Source: an optimization exercise on an open RTL-to-GDS flow (aim: small area, a short achievable clock period and few clock cycles). Production flows keep margins and buffers that such runs may drop. The RTL was checked by simulation tests, not by an equivalence proof against the original design.

## v24
==> flow/design.v (excerpt) <==
module l2d_stack_alu (
    input  wire        clk,
    input  wire        rst,           
    input  wire        in_valid,
    output wire        in_ready,
    input  wire [3:0]  in_arg,        
    input  wire [12:0] in_sp,         
    input  wire [31:0] in_a,          
    input  wire [31:0] in_b,          
    output reg         out_valid,
    input  wire        out_ready,
    output reg  [2:0]  out_fault,     
    output reg  [12:0] out_sp,        
    output reg  [1:0]  out_wr,        
    output reg  [31:0] out_top,       
    output reg  [31:0] out_next       
);
Size: ~4800 cells after synthesis, roughly 180 flip-flops, ~170 I/O pins, roughly 34000 sq um of cells after synthesis.
export LEC_CHECK = 0
export ABC_AREA = 1
export CAP_MARGIN = 20
export CORE_MARGIN = 2
export CORE_UTILIZATION = 40
export SETUP_SLACK_MARGIN = 4.0
export SLEW_MARGIN = 20
create_clock -name core_clock -period 10.0 [get_ports {clk}]
run.sh (not shown) runs the stock make flow with config.mk's settings and CLKGATE_MAP_FILE= SYNTH_SCRIPT=/design/flow/synth_recipe.tcl, a recipe that flattens the netlist after the stock synthesis.
Testbench counts of v24, summed over its fixed seeds: cycles 33,034.
## Diff of input files: v54 against v24
==> flow/flow/run.sh (new file) <==
#!/bin/bash
# The standard layout (standard.sh: the standard flow's synthesis and ORFS flow, unchanged), with one
# difference: buffer_ports buffers every input and output port with buf_2 cells instead of
# the cell it picks by default (clkdlybuf4s50_1, a slow delay buffer).
set -euo pipefail
export BUFFER_PORTS_ARGS="-buffer_cell sky130_fd_sc_hd__buf_2"
bash standard.sh > standard.log 2>&1
==> flow/standard.sh (new file) <==
#!/bin/bash
# synth_recipe.tcl (not shown) runs the flow's synth.tcl, then flattens the netlist and writes it again
# the make line also repeats each setting of config.mk as NAME=value (left out here)
make -C /OpenROAD-flow-scripts/flow DESIGN_CONFIG=/design/flow/config.mk WORK_HOME=/design/flow/orfs CLKGATE_MAP_FILE= SYNTH_SCRIPT=/design/flow/synth_recipe.tcl "${@:-finish}"
removed: flow/run.sh
Findings:
- Sort v54 and v24 by met1 global-route usage desc -> top: v24
- From v24 to v54 the numbers moved as follows: final cell count essentially unchanged; number of nets in the layout essentially unchanged; first-pass GRT wire length decreased about 2%; post-route clock period utilization decreased 0.36 points.
Edits applied to the flow inputs when going from v54 to v13:
# v54
export LEC_CHECK = 0
export ABC_AREA = 1
export CAP_MARGIN = 20
export CORE_MARGIN = 2
export CORE_UTILIZATION = 40
export SETUP_SLACK_MARGIN = 4.0
export SLEW_MARGIN = 20
create_clock -name core_clock -period 10.0 [get_ports {clk}]
# v13
export LEC_CHECK = 0
export ABC_AREA = 1
export CAP_MARGIN = 20
export CORE_MARGIN = 2
export CORE_UTILIZATION = 40
export CTS_BUF_LIST = sky130_fd_sc_hd__clkbuf_4 sky130_fd_sc_hd__clkbuf_8
export SETUP_SLACK_MARGIN = 4.0
export SLEW_MARGIN = 20
create_clock -name core_clock -period 10.0 [get_ports {clk}]
Notes after the runs:
Worst max-slew margin expressed relative to the limit delta for v13 relative to v54: 5.3 points lower
Changes observed in v13 relative to v54: non-clock buffer count shows a reduction of about 2.7%, total routing resource utilization after global routing shows no meaningful change, tightest hold margin shows an increase of 0.0039 ns, critical path arrival shows no meaningful change.
Changes observed in v13 relative to v54: cell area -about 1.7%; minimum period implied by the final worst setup slack -0.014 ns; clock-buffer cell count ~0 delta.

---

l2d_stack_alu, a different RTL version from the one above (not shown whole).
export LEC_CHECK = 0
export ABC_AREA = 1
export CAP_MARGIN = 20
export CORE_MARGIN = 2
export CORE_UTILIZATION = 40
export SETUP_SLACK_MARGIN = 3.8
export SLEW_MARGIN = 20
create_clock -name core_clock -period 10.0 [get_ports {clk}]
standard.sh (not shown) runs the stock make flow with config.mk's settings and CLKGATE_MAP_FILE= SYNTH_SCRIPT=/design/flow/synth_recipe.tcl, a recipe that flattens the netlist after the stock synthesis.
==> flow/flow/run.sh <==
#!/bin/bash
# The standard layout (standard.sh: the standard flow's synthesis and ORFS flow, unchanged), with one
# difference: buffer_ports buffers every input and output port with buf_2 cells instead of
# the cell it picks by default (clkdlybuf4s50_1, a slow delay buffer).
set -euo pipefail
export BUFFER_PORTS_ARGS="-buffer_cell sky130_fd_sc_hd__buf_2"
bash standard.sh > standard.log 2>&1
Testbench counts at the start, summed over its fixed seeds: cycles 33,034.
Next try:
- SETUP_SLACK_MARGIN: 3.8 -> 4.0
=> First-iteration DRC count is higher by 7.5%; clock-buffer cell count is lower by 1; setup slack gets better by 250 ps; global-route usage is higher by 0.35 points; area after synthesis does not change; maximum frequency is higher by 4.3%.

[port drivers added, routing unchanged]
No port has a modelled driver above. Below, the same layouts with a new extraction and two added sets of constraints.
Step 1 sets driving cells, clkbuf_16 on the clock port and buf_2 on the other inputs (assumed; they add their load-dependent delay and slew).
Step 2, shift: input delay + t, output delay - t, t = (earliest + latest rising clock arrival at the registers) / 2. This alone moves slack from input paths to output paths.
Slacks: no drivers / after step 1 / after step 2; pairs: no drivers / after step 1.
run	shift t [ns]	setup WS [ns]	hold slack, ns
v24	0.562	4.060 / 4.024 / 3.537	0.485 / 0.485 / 0.485
v54	0.552	4.096 / 4.037 / 3.586	0.469 / 0.469 / 0.469
v13	0.631	4.110 / 4.046 / 3.579	0.473 / 0.473 / 0.473
the first run of note 2	0.568	3.806 / 3.806 / 3.509	0.471 / 0.471 / 0.471
the second run of note 2	0.553	4.059 / 4.048 / 3.690	0.471 / 0.471 / 0.471
After both steps setup and hold are still met in every run listed. For v13, which loses most, drivers alone change the setup slack by -0.064 ns; drivers and shift together by -0.531 ns.
